Source: an optimization exercise on an open RTL-to-GDS flow (aim: small area, a short achievable clock period and few clock cycles). Production flows keep margins and buffers that such runs may drop.
In this exercise RTL edits were held to simulation tests only and were not proved equivalent to the original.

==> design/flow/design.v <==
module bl_engine (
  input  wire        clk,
  input  wire        rst,
  input  wire        rx_valid,
  input  wire [7:0]  rx_data,
  input  wire        rx_err,
  output wire        rx_ready,
  output wire        tx_valid,
  output wire [7:0]  tx_data,
  input  wire        tx_ready,
  output wire        op_valid,
  output wire [3:0]  op_cmd,
  output wire [31:0] op_addr,
  output wire [15:0] op_wdata,
  input  wire        op_ready,
  input  wire        op_ok,
  input  wire [31:0] op_rdata,
  input  wire        rdp_level,
  output wire        exited
);
  localparam [7:0] ACK  = 8'hCD;
  localparam [7:0] NACK = 8'hAB;
  localparam [3:0] OP_FLASH_UNLOCK = 4'd0;
  localparam [3:0] OP_FLASH_LOCK   = 4'd1;
  localparam [3:0] OP_OPT_UNLOCK   = 4'd2;
  localparam [3:0] OP_OPT_LOCK     = 4'd3;
  localparam [3:0] OP_PAGE_ERASE   = 4'd4;
  localparam [3:0] OP_MASS_ERASE   = 4'd5;
  localparam [3:0] OP_PROG_HALF    = 4'd6;
  localparam [3:0] OP_OPT_PROG_RDP = 4'd7;
  localparam [3:0] OP_OPT_LAUNCH   = 4'd8;
  localparam [3:0] OP_MEM_READ     = 4'd9;
  localparam [3:0] OP_SET_MSP      = 4'd10;
  localparam [3:0] OP_DEINIT       = 4'd11;
  localparam [3:0] OP_CALL         = 4'd12;
  localparam integer RL = 95;    
  localparam integer FB = 5;     
  localparam [4:0] S_RX    = 5'd0;
  localparam [4:0] S_NACK  = 5'd1;
  localparam [4:0] S_ACK   = 5'd2;
  localparam [4:0] S_RLEN  = 5'd3;
  localparam [4:0] S_PAY   = 5'd4;
  localparam [4:0] S_RES   = 5'd5;
  localparam [4:0] S_E_UNL = 5'd6;
  localparam [4:0] S_E_ERA = 5'd7;
  localparam [4:0] S_E_LCK = 5'd8;
  localparam [4:0] S_W_UNL = 5'd9;
  localparam [4:0] S_W_PRG = 5'd10;
  localparam [4:0] S_W_LCK = 5'd11;
  localparam [4:0] S_C_FUN = 5'd12;
  localparam [4:0] S_C_OUN = 5'd13;
  localparam [4:0] S_C_PRG = 5'd14;
  localparam [4:0] S_C_OLK = 5'd15;
  localparam [4:0] S_C_FLK = 5'd16;
  localparam [4:0] S_LAUNCH= 5'd17;
  localparam [4:0] S_J_RD1 = 5'd18;
  localparam [4:0] S_J_RD2 = 5'd19;
  localparam [4:0] S_J_MSP = 5'd20;
  localparam [4:0] S_J_DEI = 5'd21;
  localparam [4:0] S_J_CALL= 5'd22;
  localparam [4:0] S_EXIT  = 5'd23;
  function [31:0] crc_byte;
    input [31:0] c;
    input [7:0]  b;
    integer i;
    reg [31:0] x;
    begin
      x = c ^ {24'd0, b};
      for (i = 0; i < 32; i = i + 1)
        x = x[31] ? ((x << 1) ^ 32'h04C1_1DB7) : (x << 1);
      crc_byte = x;
    end
  endfunction
  reg        rdy;         
  reg        rxon;        
  reg        first_q;     
  reg        last_q;      
  reg [7:0]  cnt;         
  reg [2:0]  hp;          
  reg        par;         
  reg        bv;
  reg [7:0]  bd;
  reg        b_first, b_op, b_addr, b_len, b_dat, b_odd, b_trl, b_last, b_err;
  reg [4:0]  st;
  reg [31:0] crc;
  reg        m;           
  reg [7:0]  nq;          
  reg [7:0]  len_q;       
  reg        ndisc;       
  reg        c_id, c_jump, c_erase, c_write, c_chrop;
  reg [1:0]  c_sub;       
  reg        shape_q, dest_ok_q, e_ok_q, lvl_ok_q, valid_q, app_q;
  reg        txv;
  reg [7:0]  txd;
  reg        opv;
  reg [3:0]  opc;
  reg [31:0] opa;
  reg [15:0] opd;
  reg        exited_q;
  reg [3:0]  pidx;
  reg [15:0] ring [0:RL-1];
  reg [7:0]  lo_q;
  reg        pend;        
  reg        first_hw;    
  reg [6:0]  wpos;        
  reg [6:0]  rpos;        
  reg [6:0]  wcount;      
  reg [6:0]  nxt;         
  reg [15:0] fifo [0:FB-1];
  reg [2:0]  fwp, frp, fcnt;
  assign rx_ready = rdy;
  assign tx_valid = txv;
  assign tx_data  = txd;
  assign op_valid = opv;
  assign op_cmd   = opc;
  assign op_addr  = opa;
  assign op_wdata = opd;
  assign exited   = exited_q;
  wire acc     = rx_valid & rdy;
  wire trl_now = !first_q & (cnt[7:2] == 6'd0);
  wire dat_now = (hp == 3'd7) & !trl_now;
  wire end_now = rx_err | (first_q ? (rx_data == 8'd0) : last_q);
  wire wr_now  = pend & (first_hw | (wpos == 7'd94));
  wire pend_n  = (pend & !wr_now) | (acc & dat_now & par & !rx_err);
  wire fhw_n   = first_hw & !wr_now;
  wire stall_n = pend_n & !fhw_n & (wr_now | (wpos != 7'd93));
  reg        hit;
  reg [15:0] tap;
  always @(*) begin
    hit = 1'b1;
    case (rpos)
      7'd0:  tap = ring[0];
      7'd12: tap = ring[12];
      7'd24: tap = ring[24];
      7'd36: tap = ring[36];
      7'd48: tap = ring[48];
      7'd60: tap = ring[60];
      7'd71: tap = ring[71];
      7'd83: tap = ring[83];
      default: begin hit = 1'b0; tap = ring[0]; end
    endcase
  end
  wire fetch  = hit & (nxt != wcount) & (fcnt != FB);
  wire fempty = (fcnt == 3'd0);
  wire [15:0] head = fifo[frp];
  reg  pop;
  reg  fin;
  wire fire_tx = txv & tx_ready;
  wire fire_op = opv & op_ready;
  reg [7:0] rlen;
  always @(*) begin
    if (c_id)
      case (c_sub)
        2'd0: rlen = 8'd4;
        2'd1: rlen = 8'd12;
        2'd2: rlen = 8'd2;
        default: rlen = 8'd1;
      endcase
    else
      rlen = 8'd1;
  end
  reg [7:0] pay;
  always @(*) begin
    if (c_jump)
      pay = {7'd0, valid_q};
    else
      case (c_sub)
        2'd0: pay = (pidx == 4'd0) ? 8'h64 : (pidx == 4'd1) ? 8'h01 : 8'h00;
        2'd1: pay = (pidx == 4'd10) ? 8'h20 : (pidx == 4'd11) ? 8'h21 : {4'h1, pidx};
        2'd2: pay = (pidx == 4'd0) ? 8'h10 : 8'h04;
        default: pay = {7'd0, rdp_level};
      endcase
  end
  wire [31:0] a = opa;
  wire in_ram   = (a[31:16] == 16'h2000) && (a[15:12] < 4'h5);
  wire in_flash = (a[31:16] == 16'h0800);
  wire [16:0] wend = {1'b0, a[15:0]} + {9'd0, len_q};
  wire [8:0]  eend = {1'b0, a[7:0]} + {1'b0, a[15:8]};
  integer i;
  always @(posedge clk) begin
    ring[0] <= wr_now ? {bd, lo_q} : ring[RL-1];
    for (i = 1; i < RL; i = i + 1)
      ring[i] <= ring[i-1];
    if (fetch)
      fifo[fwp] <= tap;
  end
  always @(posedge clk) begin
    bv      <= acc & !rst;
    b_first <= first_q;
    b_op    <= (hp == 3'd1);
    b_addr  <= (hp >= 3'd2) && (hp <= 3'd5);
    b_len   <= (hp == 3'd6);
    b_dat   <= dat_now;
    b_odd   <= par;
    b_trl   <= trl_now;
    b_last  <= end_now;
    b_err   <= rx_err;
    if (acc) bd <= rx_data;
    shape_q   <= (c_id    && nq == 8'd5) ||
                 (c_jump  && nq == 8'd9) ||
                 (c_erase && nq == 8'd7) ||
                 (c_chrop && nq == 8'd6) ||
                 (c_write && {1'b0, nq} == {1'b0, len_q} + 9'd10);
    dest_ok_q <= (in_ram || in_flash) && !a[0] && !len_q[0] &&
                 ((in_flash && (!wend[16] || wend[15:0] == 16'd0)) ||
                  (in_ram && wend <= 17'h05000));
    e_ok_q    <= (a[15:8] == 8'hFF) || (eend <= 9'd16);
    lvl_ok_q  <= (a[7:1] == 7'd0);
    valid_q   <= in_ram || in_flash;
    app_q     <= (a == 32'h0800_8000);
    if (rst) begin
      rdy      <= 1'b1;
      rxon     <= 1'b1;
      first_q  <= 1'b1;
      last_q   <= 1'b0;
      cnt      <= 8'd0;
      hp       <= 3'd0;
      par      <= 1'b0;
      st       <= S_RX;
      crc      <= 32'hFFFF_FFFF;
      m        <= 1'b1;
      nq       <= 8'd0;
      len_q    <= 8'd0;
      ndisc    <= 1'b0;
      c_id     <= 1'b0;
      c_jump   <= 1'b0;
      c_erase  <= 1'b0;
      c_write  <= 1'b0;
      c_chrop  <= 1'b0;
      c_sub    <= 2'd0;
      txv      <= 1'b0;
      txd      <= 8'd0;
      opv      <= 1'b0;
      opc      <= 4'd0;
      opa      <= 32'd0;
      opd      <= 16'd0;
      exited_q <= 1'b0;
      pidx     <= 4'd0;
      lo_q     <= 8'd0;
      pend     <= 1'b0;
      first_hw <= 1'b1;
      wpos     <= 7'd0;
      rpos     <= 7'd0;
      wcount   <= 7'd0;
      nxt      <= 7'd0;
      fwp      <= 3'd0;
      frp      <= 3'd0;
      fcnt     <= 3'd0;
    end else begin
      if (acc) begin
        if (end_now) begin
          first_q <= 1'b1;
          hp      <= 3'd0;
          par     <= 1'b0;
        end else begin
          first_q <= 1'b0;
          if (hp != 3'd7) hp <= hp + 3'd1;
          if (first_q) begin
            cnt    <= rx_data - 8'd1;
            last_q <= (rx_data == 8'd1);
          end else begin
            cnt    <= cnt - 8'd1;
            last_q <= (cnt == 8'd1);
          end
          if (dat_now) par <= ~par;
        end
      end
      pend     <= pend_n;
      first_hw <= fhw_n;
      if (wr_now) begin
        wpos   <= 7'd93;
        wcount <= wcount + 7'd1;
      end else begin
        wpos   <= (wpos == 7'd94) ? 7'd0 : wpos + 7'd1;
      end
      if (wr_now && first_hw)
        rpos <= 7'd0;
      else if (fetch)
        rpos <= (rpos == 7'd0) ? 7'd94 : rpos - 7'd1;
      else
        rpos <= (rpos == 7'd94) ? 7'd0 : rpos + 7'd1;
      if (fetch) begin
        nxt <= nxt + 7'd1;
        fwp <= (fwp == FB - 1) ? 3'd0 : fwp + 3'd1;
      end
      if (pop)
        frp <= (frp == FB - 1) ? 3'd0 : frp + 3'd1;
      fcnt <= fcnt + {2'd0, fetch} - {2'd0, pop};
      if (bv) begin
        if (b_trl) begin
          crc <= {8'd0, crc[31:8]};
          m   <= m & (bd == crc[7:0]);
        end else begin
          crc <= crc_byte(crc, bd);
        end
        if (b_first) begin
          nq       <= bd;
          ndisc    <= (bd < 8'd5) || (bd > 8'd199);
          first_hw <= 1'b1;
          wcount   <= 7'd0;
          nxt      <= 7'd0;
          fwp      <= 3'd0;
          frp      <= 3'd0;
          fcnt     <= 3'd0;
        end
        if (b_op) begin
          c_id    <= (bd[7:2] == 6'b000100);
          c_sub   <= bd[1:0];
          c_jump  <= (bd == 8'h14);
          c_erase <= (bd == 8'h15);
          c_write <= (bd == 8'h16);
          c_chrop <= (bd == 8'h21);
        end
        if (b_addr)
          opa <= {bd, opa[31:8]};
        if (b_len)
          len_q <= bd;
        if (b_dat && !b_odd)
          lo_q <= bd;
      end
      case (st)
        S_RX: if (bv && b_last) begin
          crc <= 32'hFFFF_FFFF;
          m   <= 1'b1;
          pidx <= 4'd0;
          txv <= 1'b1;
          if (!b_err && !b_first && !ndisc && m && (bd == crc[7:0]) && shape_q &&
              (c_id || c_jump || c_erase || c_write || c_chrop)) begin
            txd <= ACK;
            st  <= S_ACK;
          end else begin
            txd <= NACK;
            st  <= S_NACK;
          end
        end
        S_NACK: if (fire_tx) begin
          txv <= 1'b0;
          st  <= S_RX;
        end
        S_ACK: if (fire_tx) begin
          txd <= rlen;
          st  <= S_RLEN;
        end
        S_RLEN: if (fire_tx) begin
          pidx <= 4'd1;
          if (c_erase) begin
            opa <= {12'h080, opa[7:0], 12'h000};
            opd <= {6'd0, opa[15:8], 2'b00};
            if (e_ok_q) begin
              txv <= 1'b0; opv <= 1'b1; opc <= OP_FLASH_UNLOCK; st <= S_E_UNL;
            end else begin
              txd <= 8'h00; st <= S_RES;
            end
          end else if (c_write) begin
            if (dest_ok_q) begin
              txv <= 1'b0; opv <= 1'b1; opc <= OP_FLASH_UNLOCK; st <= S_W_UNL;
            end else begin
              txd <= 8'h00; st <= S_RES;
            end
          end else if (c_chrop) begin
            opd <= {15'd0, opa[0]};
            if (lvl_ok_q) begin
              txv <= 1'b0; opv <= 1'b1; opc <= OP_FLASH_UNLOCK; st <= S_C_FUN;
            end else begin
              txd <= 8'h00; st <= S_RES;
            end
          end else begin
            txd <= pay;    
            st  <= S_PAY;
          end
        end
        S_PAY: if (fire_tx) begin
          pidx <= pidx + 4'd1;
          if ({4'd0, pidx} == rlen) begin
            txv <= 1'b0;
            if (c_jump && valid_q) begin
              opv <= 1'b1;
              if (app_q) begin
                opc <= OP_MEM_READ; st <= S_J_RD1;
              end else begin
                opc <= OP_CALL; opa[0] <= 1'b1; st <= S_J_CALL;
              end
            end else begin
              st <= S_RX;
            end
          end else begin
            txd <= pay;
          end
        end
        S_RES: if (fire_tx) begin
          txv <= 1'b0;
          if (c_chrop && txd[0]) begin
            opv <= 1'b1; opc <= OP_OPT_LAUNCH; st <= S_LAUNCH;
          end else begin
            st <= S_RX;
          end
        end
        S_E_UNL: if (fire_op) begin
          if (op_ok) begin
            opc <= (opd[9:2] == 8'hFF) ? OP_MASS_ERASE : OP_PAGE_ERASE;
            st  <= S_E_ERA;
          end else begin
            txd <= 8'h02; opc <= OP_FLASH_LOCK; st <= S_E_LCK;
          end
        end
        S_E_ERA: if (fire_op) begin
          txd <= op_ok ? 8'h03 : 8'h02; opc <= OP_FLASH_LOCK; st <= S_E_LCK;
        end
        S_E_LCK, S_W_LCK, S_C_FLK: if (fire_op) begin
          opv <= 1'b0; txv <= 1'b1; st <= S_RES;
        end
        S_W_UNL: if (fire_op) begin
          if (!op_ok) begin
            txd <= 8'h00; opc <= OP_FLASH_LOCK; st <= S_W_LCK;
          end else begin
            txd <= 8'h01;
            if (len_q[7:1] == 7'd0) begin
              opc <= OP_FLASH_LOCK; st <= S_W_LCK;
            end else begin
              opc <= OP_PROG_HALF; st <= S_W_PRG;
              opv <= !fempty;
              opd <= head;
            end
          end
        end
        S_W_PRG: begin
          if (!opv) begin
            opv <= !fempty;
            opd <= head;
          end else if (fire_op) begin
            opa[15:1] <= opa[15:1] + 15'd1;
            len_q     <= len_q - 8'd2;
            if (!op_ok) begin
              txd <= 8'h00; opc <= OP_FLASH_LOCK; st <= S_W_LCK;
            end else if (len_q[7:1] == 7'd1) begin
              opc <= OP_FLASH_LOCK; st <= S_W_LCK;
            end else begin
              opv <= !fempty;
              opd <= head;
            end
          end
        end
        S_C_FUN: if (fire_op) begin
          if (op_ok) begin
            opc <= OP_OPT_UNLOCK; st <= S_C_OUN;
          end else begin
            txd <= 8'h00; opc <= OP_OPT_LOCK; st <= S_C_OLK;
          end
        end
        S_C_OUN: if (fire_op) begin
          if (op_ok) begin
            opc <= OP_OPT_PROG_RDP; st <= S_C_PRG;
          end else begin
            txd <= 8'h00; opc <= OP_OPT_LOCK; st <= S_C_OLK;
          end
        end
        S_C_PRG: if (fire_op) begin
          txd <= {7'd0, op_ok}; opc <= OP_OPT_LOCK; st <= S_C_OLK;
        end
        S_C_OLK: if (fire_op) begin
          opc <= OP_FLASH_LOCK; st <= S_C_FLK;
        end
        S_LAUNCH: if (fire_op) begin
          opv <= 1'b0; st <= S_RX;
        end
        S_J_RD1: if (fire_op) begin
          crc    <= op_rdata;
          opa[2] <= 1'b1;
          st     <= S_J_RD2;
        end
        S_J_RD2: if (fire_op) begin
          opa <= crc;
          crc <= op_rdata;
          opc <= OP_SET_MSP;
          st  <= S_J_MSP;
        end
        S_J_MSP: if (fire_op) begin
          opa <= crc;
          opc <= OP_DEINIT;
          st  <= S_J_DEI;
        end
        S_J_DEI: if (fire_op) begin
          opc <= OP_CALL;
          st  <= S_J_CALL;
        end
        S_J_CALL: if (fire_op) begin
          opv      <= 1'b0;
          exited_q <= 1'b1;
          st       <= S_EXIT;
        end
        default: ;
      endcase
      if (fin)
        rxon <= 1'b1;
      else if (acc && end_now)
        rxon <= 1'b0;
      rdy <= (fin || (rxon && !(acc && end_now))) && !stall_n;
    end
  end
  always @(*) begin
    pop = 1'b0;
    fin = 1'b0;
    case (st)
      S_W_UNL: pop = fire_op && op_ok && (len_q[7:1] != 7'd0) && !fempty;
      S_W_PRG: pop = !fempty && (!opv || (fire_op && op_ok && len_q[7:1] != 7'd1));
      default: ;
    endcase
    case (st)
      S_NACK:   fin = fire_tx;
      S_PAY:    fin = fire_tx && ({4'd0, pidx} == rlen) && !(c_jump && valid_q);
      S_RES:    fin = fire_tx && !(c_chrop && txd[0]);
      S_LAUNCH: fin = fire_op;
      default: ;
    endcase
  end
endmodule
==> design/flow/run.sh <==
#!/bin/bash
# synth_recipe.tcl (not shown) runs the flow's synth.tcl, then flattens the netlist and writes it again
# the make line also repeats each setting of config.mk as NAME=value (left out here)
make -C /OpenROAD-flow-scripts/flow DESIGN_CONFIG=/design/flow/config.mk WORK_HOME=/design/flow/orfs CLKGATE_MAP_FILE= SYNTH_SCRIPT=/design/flow/synth_recipe.tcl finish
==> design/flow/config.mk <==
export PLATFORM = sky130hd
export DESIGN_NAME = bl_engine
export DESIGN_NICKNAME = bl_engine
export VERILOG_FILES = /design/flow/design.v
export SDC_FILE = /design/flow/constraint.sdc
export NUM_CORES = 4
export LEC_CHECK = 0
export CAP_MARGIN = 20
export CORE_MARGIN = 2
export CORE_UTILIZATION = 40
export PLACE_DENSITY = 0.6
export SLEW_MARGIN = 20
==> design/flow/constraint.sdc <==
create_clock -name core_clock -period 10.0 [get_ports {clk}]
set_input_delay 2.0000 -clock core_clock [delete_from_list [all_inputs] [get_ports {clk}]]
set_output_delay 2.0000 -clock core_clock [all_outputs]
set_load 0.01 [all_outputs]
==> out/results.txt <==
Outcome -> finished clean
TritonCTS Buffers -> 167
Die area -> 0.128 mm²
GRT Total Usage -> 0.163
Hold_buf cts -> 0
Share of layout cells above drive strength 1 -> 0.102
CTS tree -> yes
Clock transition at the registers of the reported paths -> 0.06 ns
Fmax -> 221 MHz
Synth area leaders -> dfxtp_1 69%, edfxtp_1 5.3%, xnor2_1 3.4%
Crit end category -> flip-flop
Hold Vio Cnt, Final -> 0
Remaining DRCs -> 0
Max Cap Viol -> 0
Total gr overflow -> 0
H-tree levels -> 4
Final ANT Viol Nets -> 0
Critical Path RT -> 10.57 ns
XOR/XNOR share of the synthesized area -> 0.0705
Clock root buffer -> clkbuf_16
Initial antenna violation count -> 3
CTS max path bufs -> 3
Final core utilization -> 0.474
Post-synth cell types -> 83
Routed WL -> 105000 µm
First-pass GRT wire length -> 160000 µm
Share of the synthesized area in the top cell type -> 0.690
Vias in the first global route -> 26255
Worst-margin pin slew -> 1.06 ns
PostCTS Resize Cnt -> 0
Syn Area/Cell -> 13.4 µm²
Worst Hold Class -> flip-flop to flip-flop
Synth Instances -> 3754
Slew headroom -> 0.291
Multiplexer area fraction after synthesis -> 0.0188
Worst-Skew Late Latency -> 0.76 ns
Worst Path Max Fanout -> 33
Total negative slack -> 0 ns
Post-synthesis compound-gate area fraction -> 0.0702
Final Net Count -> 4025
GP Congestion -> 0.920
Routed vias/inst -> 4.76
Setup crit start kind -> flip-flop
Yosys top cell by area -> dfxtp_1
Row count -> 129
Syn Nets -> 3855
Final Max Tran Viols -> 0
Average wire per standard cell -> 18.5 µm
Adder-Cell Fraction of Synth Area -> 0.0137
# Post-CTS Setup Buffers -> 0
First-pass DRT Iterations -> 6
Synth Cell Area -> 0.0502 mm²
Routed vias -> 27143
Detailed placement HPWL -> 66300 µm
Largest family of logic cells by synthesized area -> XOR/XNOR gates
Post-synth EDFFs -> 88
Area grow syn2layout -> 17.3%
Period utilization -> 0.452
Starting DRT DRC Count -> 2115
Number of synthesized register bits -> 1816
Largest net degree at the start of global routing -> 75
Clock skew -> 0.0747 ns
Post-Synth Simple-Gate Area -> 0.0684
Placeable Area -> 0.124 mm²
Unrepaired setup endpoints after global routing -> no
Sequential-to-total area share from yosys stat -> 0.742
Top_reg_cell synth -> dfxtp_1
Crit path arrival time -> 5.09 ns
Final setup viols -> 0
IO buf count -> 111
Synth warn -> 2
Starting Density -> 0.404
Async set-reset flop share out of synthesis -> 0
CTS Sinks -> 1816
Height of the die -> 358 µm
Min Tclk post-route -> 4.52 ns
R2R setup slack -> 5.48 ns
Die Wd -> 358 µm
I/O pins -> 112
Crit Path Category -> flip-flop to flip-flop
-- kinds of logic (layout without fill, tap and decap cells) --
family | Yosys count | count (layout)
flip-flops | 1816 | 1816
AND/OR/NAND/NOR | 746 | 746
AO/OA/AOI/OAI | 544 | 544
XOR/XNOR | 321 | 321
buffers and inverters | 202 | 508
multiplexers | 72 | 72
adder cells (fa/ha/maj) | 53 | 53
other | 0 | 1
-- placed cells by master, fill, tap and decap left out, types with 17 or more instances in the layout --
| cell type | instances |
|---|---|
| xor2_1 | 66 |
| a22o_1 | 17 |
| ha_1 | 50 |
| a31oi_1 | 36 |
| and3_1 | 18 |
| buf_4 | 47 |
| clkbuf_1 | 38 |
| o21ai_0 | 70 |
| mux2_2 | 18 |
| o211ai_1 | 24 |
| nand2b_1 | 21 |
| dfxtp_1 | 1727 |
| clkdlybuf4s50_1 | 110 |
| a211oi_1 | 22 |
| mux2i_1 | 38 |
| nor2_1 | 254 |
| nor2b_1 | 23 |
| clkbuf_8 | 22 |
| xnor2_1 | 197 |
| inv_1 | 45 |
| a21oi_1 | 193 |
| a221oi_1 | 38 |
| clkinv_2 | 34 |
| clkbuf_16 | 170 |
| nor3_1 | 65 |
| nand3_1 | 34 |
| and2_1 | 18 |
| edfxtp_1 | 88 |
| o21ai_1 | 23 |
| nand4_1 | 19 |
| nand2_1 | 212 |
-- path summary, 6_finish.rpt --
kind / from / end / cells past startpoint
worst max register to register: rpos[0]$_SDFF_PP0_ / fcnt[2]$_SDFF_PP0_ / 16
worst min-delay path: ring[15][6]$_DFF_P_ / ring[16][6]$_DFF_P_ / 0
worst min register to register: ring[15][6]$_DFF_P_ / ring[16][6]$_DFF_P_ / 0
worst max-delay path: rpos[0]$_SDFF_PP0_ / fcnt[2]$_SDFF_PP0_ / 16
-- cell type report --
type / count / area (µm²)
Clock buffer: 230 / 4700
Fill cell: 10826 / 65300
Antenna cell: 1 / 2.50
Sequential cell: 1816 / 37200
Clock inverter: 75 / 1010
Tap cell: 1637 / 2050
Multi-Input combinational cell: 1736 / 12200
Inverter: 46 / 173
Timing Repair Buffer: 157 / 1450
-- synthesized netlist by cell type (6+ instances only) --
cell type and count:
nor3_1 67, xnor2_2 16, buf_1 13, a221oi_1 38, nor2_1 257, buf_2 7, o21ai_0 70, clkbuf_1 127
xnor3_1 13, a211oi_1 22, xor2_1 66, a21o_1 9, nand4_1 19, nand3_1 34, mux4_2 16, nor2b_1 23
a22o_1 17, and3_1 18, o21ai_1 23, or4_1 10, xor2_2 8, buf_4 6, dfxtp_1 1728, edfxtp_1 88
and2_1 18, a222oi_1 16, a31oi_1 37, mux2i_1 38, a311oi_1 15, a21oi_1 193, nand2_1 213, ha_1 50
or3_1 11, o211ai_1 24, o21a_1 6, a22oi_1 8, xnor2_4 11, a2111oi_0 6, mux2_2 18, xnor2_1 197
nand2b_1 21, nor4_1 20, nand3b_1 7, inv_1 45, nor4b_1 7
-- critical path, cell delays in order, from the launching register on --
cell and delay, ns:
dfxtp_1 0.35, inv_1 0.11, ha_1 0.19, nor2b_1 0.24
nand2_1 0.26, a21oi_1 0.22, a21oi_1 0.09, o22ai_4 0.15
buf_4 0.46, o21a_1 0.81, inv_1 0.30, ha_1 0.37
inv_1 0.04, ha_1 0.18, fa_1 0.38, xnor2_1 0.16
nor2_1 0.05
-- metal layers --
| metal | vias up | wire, µm | track usage |
|---|---|---|---|
| met4 | 0 | 3150 | 0.0610 |
| met1 | 13022 | 51100 | 0.236 |
| li1 | 13070 | - | - |
| met2 | 836 | 44100 | 0.239 |
| met3 | 215 | 6860 | 0.0351 |
| met5 | - | 0 | 0 |
-- metrics by stage --
stage	setup slack, ns	hold slack, ns	instance area [µm²]	cells
after floorplan	5.82	0.310	50200	3754
after detailed placement	5.09	0.312	53100	5392
after global placement	5.21	0.310	53100	5392
after CTS	5.48	0.293	58800	5697
final	5.48	0.296	58800	5698
after global routing	5.15	0.303	58800	5697
-- state kept, by name (all words and copies together) (netlist names), 2 cells and up --
register,count
ring,1520
fifo,80
crc,32
opa,32
opd,16
bd,8
cnt,8
len_q,8
lo_q,8
nq,8
txd,8
nxt,7
rpos,7
wcount,7
wpos,7
st,5
opc,4
pidx,4
fcnt,3
frp,3
fwp,3
hp,3
c_sub,2
Testbench counts, summed over its fixed seeds: cycles 52,786.

[port drivers added, routing unchanged]
In the flow no input, the clock included, has a driving cell. The finished layout below was timed again as built, in two steps. Step 1, drivers: a clkbuf_16 drives clk and a buf_2 each remaining input, both assumed. Step 2, shift: input delay + t, output delay - t, t = (earliest + latest rising clock arrival at the registers) / 2. This alone moves slack from input paths to output paths. Slacks: ideal / step 1 / step 2; pairs: ideal / step 1.
t (ns): 0.800
slack for setup (ns): 5.480 / 5.480 / 5.015
worst setup path at the end: input to register
latest minus earliest clock arrival (ns): 0.089 / 0.090
cell pins on the clock port's net: 1
After both steps setup and hold are still met in this run. For this run, drivers alone change the setup slack by 0.000 ns; drivers and shift together by -0.465 ns.
